Context: an optimization exercise on an open-source flow, tuned for small area, a short achievable clock period and few clock cycles per item. The choices shown serve that exercise and are no tape-out recipe. Only simulation tests tie the RTL to the original design; equivalence was not proved. Power is estimated from default activity; no workload was simulated.

==> branch amber: inputs <==
// affine_perm_engine
module affine_perm_engine (
    input  wire        clk,
    input  wire        rst,
    input  wire        start,
    input  wire [1:0]  mode,       
    input  wire [15:0] width,
    input  wire [15:0] height,
    input  wire [15:0] key_a,
    input  wire [15:0] key_b,
    input  wire [15:0] key_c,
    input  wire [15:0] key_d,
    input  wire [15:0] key_tx,
    input  wire [15:0] key_ty,
    output wire        ready,
    output wire        out_valid,
    input  wire        out_ready,
    output wire [23:0] out_tgt,
    output wire        out_drop,
    output wire        done,
    output wire        key_err,
    output wire [15:0] detn,
    output wire [15:0] detinv,
    output wire [24:0] dropped
);
clock: 13.5 ns
lec_check: 0
cap_margin: 20
core_margin: 2
core_utilization: 40
place_density: 0.6
slew_margin: 20
run.sh (not shown) runs the stock make flow with config.mk's settings and CLKGATE_MAP_FILE= SYNTH_SCRIPT=/design/flow/synth_recipe.tcl, a recipe that flattens the netlist after the stock synthesis.
==> branch harbor: changes against branch amber <==
--- a/flow/design.v
+++ b/flow/design.v
@@ -177,36 +177,36 @@
     end
     reg         y_ng, y_seen, x_ng, x_seen, cur_neg1, cur_neg2;
     wire        y_bit  = y[0] ^ (y_ng & y_seen);
     wire        x_bit  = x[0] ^ (x_ng & x_seen);
     wire        y_fin  = y_ng ? (y_seen && (y == 16'hFFFF)) : (y == 16'd0);
     wire        x_fin  = x_ng ? (x_seen && (x == 16'hFFFF)) : (x == 16'd0);
     wire [3:0] last_st = fwd ? 4'd4 : 4'd11;
     reg        cur_srch;
+    reg  [1:0] cur_ms;            
     reg        cur_none;
-    reg        strm;              
-    wire       in_strm = strm;
-    reg        cur_mw, cur_mh;    
-    wire [24:0] M1 = cur_mw ? {9'd0, W} : cur_mh ? {9'd0, H} : N;
+    wire       in_strm = (state == ST_STRM);
+    wire [24:0] M1 = (cur_ms == 2'd1) ? {9'd0, W} :
+                     (cur_ms == 2'd2) ? {9'd0, H} : N;
     wire [33:0] x1w = bk({18'd0, x}, 34'd0, 1'b1);
     wire [33:0] y1w = bk({18'd0, y}, 34'd0, 1'b1);
     wire [15:0] x1 = x1w[15:0];
     wire [15:0] y1 = y1w[15:0];
     reg  lastx, lasty, wrapx, wrapy;
     wire [33:0] wm1w = bk({18'd0, W}, ~34'd0, 1'b0);
     wire [33:0] hm1w = bk({18'd0, H}, ~34'd0, 1'b0);
     wire [15:0] Wm1 = wm1w[15:0];
     wire [15:0] Hm1 = hm1w[15:0];
     wire [15:0] nx_x = lastx ? 16'd0 : x1;
     wire [15:0] nx_y = y1;
-    wire [15:0] sx_add = madd({9'd0, SX}, {9'd0, in_strm ? CX : KR}, {9'd0, W}, cur_neg2, 1'b0);
+    wire [15:0] sx_add = madd({9'd0, SX}, {9'd0, in_strm ? CX : KR}, {9'd0, W}, cur_neg2 & ~in_strm, 1'b0);
     wire [15:0] kr_add = madd({9'd0, KR}, {9'd0, in_strm ? (wrapy ? S[15:0] : CY) : KR}, {9'd0, W}, 1'b0, 1'b0);
-    wire [24:0] p_add  = madd(P, in_strm ? {1'b0, (wrapx ? TR[23:0] : GX)} : PR, M1, cur_neg1, cur_none);
-    wire [24:0] pr_add = madd(PR, in_strm ? {1'b0, GY} : PR, M1, 1'b0, cur_none);
+    wire [24:0] p_add  = madd(P, in_strm ? {1'b0, (wrapx ? TR[23:0] : GX)} : PR, M1, cur_neg1 & ~in_strm, cur_none & ~in_strm);
+    wire [24:0] pr_add = madd(PR, in_strm ? {1'b0, GY} : PR, M1, 1'b0, cur_none & ~in_strm);
     wire sneg = fwd && S[32] && (SX != 16'd0);
     wire tneg = fwd && T[32] && (P[23:0] != 24'd0);
     wire [33:0] o_a = {18'd0, SX};
     wire [33:0] o_b = {9'd0, P};
     wire [33:0] o_c = sneg ? ~{18'd0, W} : 34'd0;
     wire [33:0] o_d = tneg ? ~{9'd0, N}  : 34'd0;
     wire [33:0] o_s1 = o_a ^ o_b ^ o_c;
     wire [33:0] o_c1 = ((o_a & o_b) | (o_a & o_c) | (o_b & o_c)) << 1;
@@ -222,30 +222,28 @@
     wire [33:0] xt_dec = bk({18'd0, SR[15:0]}, ~34'd0, 1'b0);
     wire [33:0] yt_dec = bk({18'd0, T[15:0]}, ~34'd0, 1'b0);
     wire do_load = (state == ST_IDLE && start) ||
                    (state == ST_PRE && pre_fin && st != last_st &&
                     !(cur_srch && (v_end || !rev)));
     always @(posedge clk) begin
         if (rst) begin
             state     <= ST_IDLE;
-            strm      <= 1'b0;
             ov        <= 1'b0;
             pend      <= 1'b0;
             key_err_r <= 1'b0;
             cnt       <= 32'd0;
             st        <= 4'd0;
             cur_srch  <= 1'b0;
             fwd       <= 1'b0;
             rev       <= 1'b0;
         end else begin
             if (do_load) begin
                 st       <= st + 4'd1;
-                cur_mw   <= (e1_ms == 2'd1);
-                cur_mh   <= (e1_ms == 2'd2);
+                cur_ms   <= e1_ms;
                 cur_none <= e1_none;
                 cur_srch <= e2_srch;
                 cur_neg1 <= e1_neg;
                 cur_neg2 <= e2_neg;
                 if (e1_on) begin
                     PR     <= e1_x;
                     y      <= e1_y;
                     y_ng   <= e1_sg & e1_y[15];
@@ -341,22 +339,16 @@
                                 SR[15:0] <= stx ? xt_dec[15:0] : SR[15:0];
                                 T[15:0]  <= sty ? yt_dec[15:0] : T[15:0];
                             end
                             lastx <= (W == 16'd1);
                             lasty <= (H == 16'd1);
                             wrapx <= rev & (stx | (SR[15:0] != key_tx)) & ((stx ? xt_dec[15:0] : SR[15:0]) == 16'd0);
                             wrapy <= rev & (sty | (T[15:0] != key_ty)) & ((sty ? yt_dec[15:0] : T[15:0]) == 16'd0);
                             state <= ST_STRM;
-                            strm  <= 1'b1;
-                            cur_neg1 <= 1'b0;
-                            cur_neg2 <= 1'b0;
-                            cur_none <= 1'b0;
-                            cur_mw   <= 1'b0;
-                            cur_mh   <= 1'b0;
                         end
                     end
                 end
                 ST_STRM: begin
                     if (ov && out_ready && drop_r) cnt <= cnt1[31:0];
                     if (adv) begin
                         tgt_r  <= tgt_calc[23:0];
                         drop_r <= drop_calc;
@@ -389,17 +381,16 @@
                                 T <= bk({1'b0, T}, {{18{kc[15]}}, kc}, 1'b0);
                             end
                         end
                     end else if (ov && out_ready) begin
                         ov <= 1'b0;
                     end
                     if (!pend && (!ov || out_ready)) begin
                         ov    <= 1'b0;
-                        strm  <= 1'b0;
                         state <= ST_DONE;
                     end
                 end
                 ST_DONE: begin
                     state <= ST_IDLE;
                     st    <= 4'd0;
                 end
                 default: state <= ST_IDLE;
==> flow/config.mk (replaced) <==
export PLATFORM = sky130hd
export DESIGN_NAME = affine_perm_engine
export DESIGN_NICKNAME = affine_perm_engine
export VERILOG_FILES = /design/flow/design.v
export SDC_FILE = /design/flow/constraint.sdc
export NUM_CORES = 4
export LEC_CHECK = 0
export CAP_MARGIN = 20
export CORE_MARGIN = 2
export CORE_UTILIZATION = 60
export PLACE_DENSITY = 0.75
export SLEW_MARGIN = 20
==> run_results.csv <==
group,metric,value,unit
outcome,outcome,"no timing/DRC/antenna violations",
drt,drt_wl_total,213000,µm
logic_synthesis,synthSimpleGateAreaFrac,0.129,
worst_setup_path,cp.depth,20,
logic_synthesis,synthesis.area,49700,µm²
floorplan,dieWidth,292,µm
worst_setup_path,crit_start,"state[0]",
global_routing,use_met3,0.153,
logic_synthesis,syn-num-nets,6192,
clocking,clk_latency,640,ps
drt,drtPass1Iterations,10,
worst_setup_path,crit_end,"PR[19]",
clocking,cts_buffers,67,
logic_synthesis,synth-compound-area-share,0.216,
pwr,comb-power,13.0,mW
logic_synthesis,avgSynthCellArea,9.22,µm²
the above is filed under branch harbor

==> run_results.csv <==
group,metric,value,unit
logic_synthesis,synth-compound-area-share,0.225,
logic_synthesis,syn-num-nets,6420,
floorplan,dieWidth,360,µm
drt,drtPass1Iterations,9,
outcome,outcome,"no timing/DRC/antenna violations",
worst_setup_path,cp.depth,17,
logic_synthesis,synthSimpleGateAreaFrac,0.130,
placed_design,dpl_cell_area,55000,µm²
logic_synthesis,synthesis.area,50700,µm²
logic_synthesis,syn_inst,5616,
sta,hold_ws,467,ps
logic_synthesis,avgSynthCellArea,9.03,µm²
pwr,fin_total_pwr,18.8,mW
worst_setup_path,crit_end,"P[11]",
clocking,cts_buffers,75,
pwr,comb-power,13.4,mW
the above is filed under branch amber

Testbench counts of branch amber, summed over its fixed seeds: cycles 27,568, indices 21,815.
Testbench counts of branch harbor, summed over its fixed seeds: cycles 27,568, indices 21,815.


==> tundra: inputs <==
affine_perm_engine with an RTL version that a note above also has.
clock: 13.5 ns
lec_check: 0
cap_margin: 20
core_margin: 2
core_utilization: 40
place_density: 0.6
slew_margin: 20
==> inputs of violet, as changes to tundra <==
--- a/flow/design.v
+++ b/flow/design.v
@@ -179,32 +179,32 @@
     wire        y_bit  = y[0] ^ (y_ng & y_seen);
     wire        x_bit  = x[0] ^ (x_ng & x_seen);
     wire        y_fin  = y_ng ? (y_seen && (y == 16'hFFFF)) : (y == 16'd0);
     wire        x_fin  = x_ng ? (x_seen && (x == 16'hFFFF)) : (x == 16'd0);
     wire [3:0] last_st = fwd ? 4'd4 : 4'd11;
     reg        cur_srch;
-    reg  [1:0] cur_ms;            
     reg        cur_none;
-    wire       in_strm = (state == ST_STRM);
-    wire [24:0] M1 = (cur_ms == 2'd1) ? {9'd0, W} :
-                     (cur_ms == 2'd2) ? {9'd0, H} : N;
+    reg        strm;              
+    wire       in_strm = strm;
+    reg        cur_mw, cur_mh;    
+    wire [24:0] M1 = cur_mw ? {9'd0, W} : cur_mh ? {9'd0, H} : N;
     wire [33:0] x1w = bk({18'd0, x}, 34'd0, 1'b1);
     wire [33:0] y1w = bk({18'd0, y}, 34'd0, 1'b1);
     wire [15:0] x1 = x1w[15:0];
     wire [15:0] y1 = y1w[15:0];
     reg  lastx, lasty, wrapx, wrapy;
     wire [33:0] wm1w = bk({18'd0, W}, ~34'd0, 1'b0);
     wire [33:0] hm1w = bk({18'd0, H}, ~34'd0, 1'b0);
     wire [15:0] Wm1 = wm1w[15:0];
     wire [15:0] Hm1 = hm1w[15:0];
     wire [15:0] nx_x = lastx ? 16'd0 : x1;
     wire [15:0] nx_y = y1;
-    wire [15:0] sx_add = madd({9'd0, SX}, {9'd0, in_strm ? CX : KR}, {9'd0, W}, cur_neg2 & ~in_strm, 1'b0);
-    wire [15:0] kr_add = madd({9'd0, KR}, {9'd0, in_strm ? (wrapy ? S[15:0] : CY) : KR}, {9'd0, W}, 1'b0, 1'b0);
-    wire [24:0] p_add  = madd(P, in_strm ? {1'b0, (wrapx ? TR[23:0] : GX)} : PR, M1, cur_neg1 & ~in_strm, cur_none & ~in_strm);
-    wire [24:0] pr_add = madd(PR, in_strm ? {1'b0, GY} : PR, M1, 1'b0, cur_none & ~in_strm);
+    wire [15:0] sx_add = madd({9'd0, SX}, {9'd0, pend ? CX : KR}, {9'd0, W}, cur_neg2, 1'b0);
+    wire [15:0] kr_add = madd({9'd0, KR}, {9'd0, pend ? (wrapy ? S[15:0] : CY) : KR}, {9'd0, W}, 1'b0, 1'b0);
+    wire [24:0] p_add  = madd(P, in_strm ? {1'b0, (wrapx ? TR[23:0] : GX)} : PR, M1, cur_neg1, cur_none);
+    wire [24:0] pr_add = madd(PR, in_strm ? {1'b0, GY} : PR, M1, 1'b0, cur_none);
     wire sneg = fwd && S[32] && (SX != 16'd0);
     wire tneg = fwd && T[32] && (P[23:0] != 24'd0);
     wire [33:0] o_a = {18'd0, SX};
     wire [33:0] o_b = {9'd0, P};
     wire [33:0] o_c = sneg ? ~{18'd0, W} : 34'd0;
     wire [33:0] o_d = tneg ? ~{9'd0, N}  : 34'd0;
@@ -224,24 +224,26 @@
     wire do_load = (state == ST_IDLE && start) ||
                    (state == ST_PRE && pre_fin && st != last_st &&
                     !(cur_srch && (v_end || !rev)));
     always @(posedge clk) begin
         if (rst) begin
             state     <= ST_IDLE;
+            strm      <= 1'b0;
             ov        <= 1'b0;
             pend      <= 1'b0;
             key_err_r <= 1'b0;
             cnt       <= 32'd0;
             st        <= 4'd0;
             cur_srch  <= 1'b0;
             fwd       <= 1'b0;
             rev       <= 1'b0;
         end else begin
             if (do_load) begin
                 st       <= st + 4'd1;
-                cur_ms   <= e1_ms;
+                cur_mw   <= (e1_ms == 2'd1);
+                cur_mh   <= (e1_ms == 2'd2);
                 cur_none <= e1_none;
                 cur_srch <= e2_srch;
                 cur_neg1 <= e1_neg;
                 cur_neg2 <= e2_neg;
                 if (e1_on) begin
                     PR     <= e1_x;
@@ -341,12 +343,18 @@
                             end
                             lastx <= (W == 16'd1);
                             lasty <= (H == 16'd1);
                             wrapx <= rev & (stx | (SR[15:0] != key_tx)) & ((stx ? xt_dec[15:0] : SR[15:0]) == 16'd0);
                             wrapy <= rev & (sty | (T[15:0] != key_ty)) & ((sty ? yt_dec[15:0] : T[15:0]) == 16'd0);
                             state <= ST_STRM;
+                            strm  <= 1'b1;
+                            cur_neg1 <= 1'b0;
+                            cur_neg2 <= 1'b0;
+                            cur_none <= 1'b0;
+                            cur_mw   <= 1'b0;
+                            cur_mh   <= 1'b0;
                         end
                     end
                 end
                 ST_STRM: begin
                     if (ov && out_ready && drop_r) cnt <= cnt1[31:0];
                     if (adv) begin
@@ -383,12 +391,13 @@
                         end
                     end else if (ov && out_ready) begin
                         ov <= 1'b0;
                     end
                     if (!pend && (!ov || out_ready)) begin
                         ov    <= 1'b0;
+                        strm  <= 1'b0;
                         state <= ST_DONE;
                     end
                 end
                 ST_DONE: begin
                     state <= ST_IDLE;
                     st    <= 4'd0;
==> notes <==
tundra passed the timing, DRC and antenna checks. violet passed the timing, DRC and antenna checks.
Synthesized cell count: violet is higher than tundra (3.3%).
Between tundra and violet, the lower register-to-register slack is in violet (gap 0.14 ns).
Power: tundra is lower than violet (about 5%).
In violet the wire length is higher than in tundra, by 5.7%.
Sequential share of layout area: violet is lower than tundra (0.33 points).
Against tundra, the final cell count of violet is higher by 2.4%.
Combinational power: violet is higher than tundra (about 6%).
Against violet, the global-route usage of tundra is lower by 1.2 points.
==> figures <==
metric                                                                                         violet                 tundra
Count of filler cells inserted in the layout                                                    12016                  11890
Die outline area                                                                         0.1289 sq mm           0.1270 sq mm
Post-Place Setup Slack                                                                       6.518 ns               6.700 ns
Number of distinct library cell variants in the gate-level netlist after synthesis                 85                    100
Num rows                                                                                          130                    129
Worst path required time                                                                     14.06 ns               13.93 ns
Internal portion of total power                                                              8.708 mW               8.578 mW
XOR/XNOR share of the synthesized area                                                        0.06410                0.06597
Wire length of the first global-routing pass                                                 340.2 mm               322.4 mm
Register bit count reported by yosys                                                              532                    531
CP max FO                                                                                          71                     36
Start point of the critical path                                                    strm$_SDFFE_PP0P_  state[0]$_SDFFE_PP0P_
Worst-case clock skew                                                                      0.03960 ns             0.05177 ns
Run status                                                                             finished clean         finished clean
Switch Pwr                                                                                   10.26 mW               9.478 mW
Routed wire per std cell                                                                32.82 microns          31.78 microns
Reg-to-reg endpoint                                                                   P[12]$_DFFE_PN_        P[23]$_DFFE_PN_
Time the final worst path needs with I/O delays and setup                                    7.053 ns               6.917 ns
Testbench counts of tundra, summed over its fixed seeds: cycles 27,568, indices 21,815.
Testbench counts of violet, summed over its fixed seeds: cycles 27,568, indices 21,815.

-- what the ideal ports hide --
No port has a modelled driver above. Below, the same layouts with a new extraction and two added sets of constraints.
Step 1 sets driving cells, clkbuf_16 on the clock port and buf_2 on the other inputs (assumed; they add their load-dependent delay and slew).
Step 2, shift: input delay + t, output delay - t, t = (earliest + latest rising clock arrival at the registers) / 2. This alone moves slack from input paths to output paths.
a / b / c = ideal / step 1 / step 2; a / b = the first two.
| run | t (ns) | setup WS [ns] | hold slack, ns | worst setup path after step 2 |
|---|---|---|---|---|
| branch amber | 0.770 | 6.216 / 6.216 / 6.216 | 0.467 / 0.467 / 0.467 | register to register |
| branch harbor | 0.700 | 6.669 / 6.669 / 6.669 | 0.519 / 0.519 / 0.519 | register to register |
| tundra | 0.755 | 6.583 / 6.583 / 6.583 | 0.503 / 0.503 / 0.503 | register to register |
| violet | 0.754 | 6.447 / 6.447 / 6.447 | 0.555 / 0.555 / 0.555 | register to register |
After both steps setup and hold are still met in every run listed.
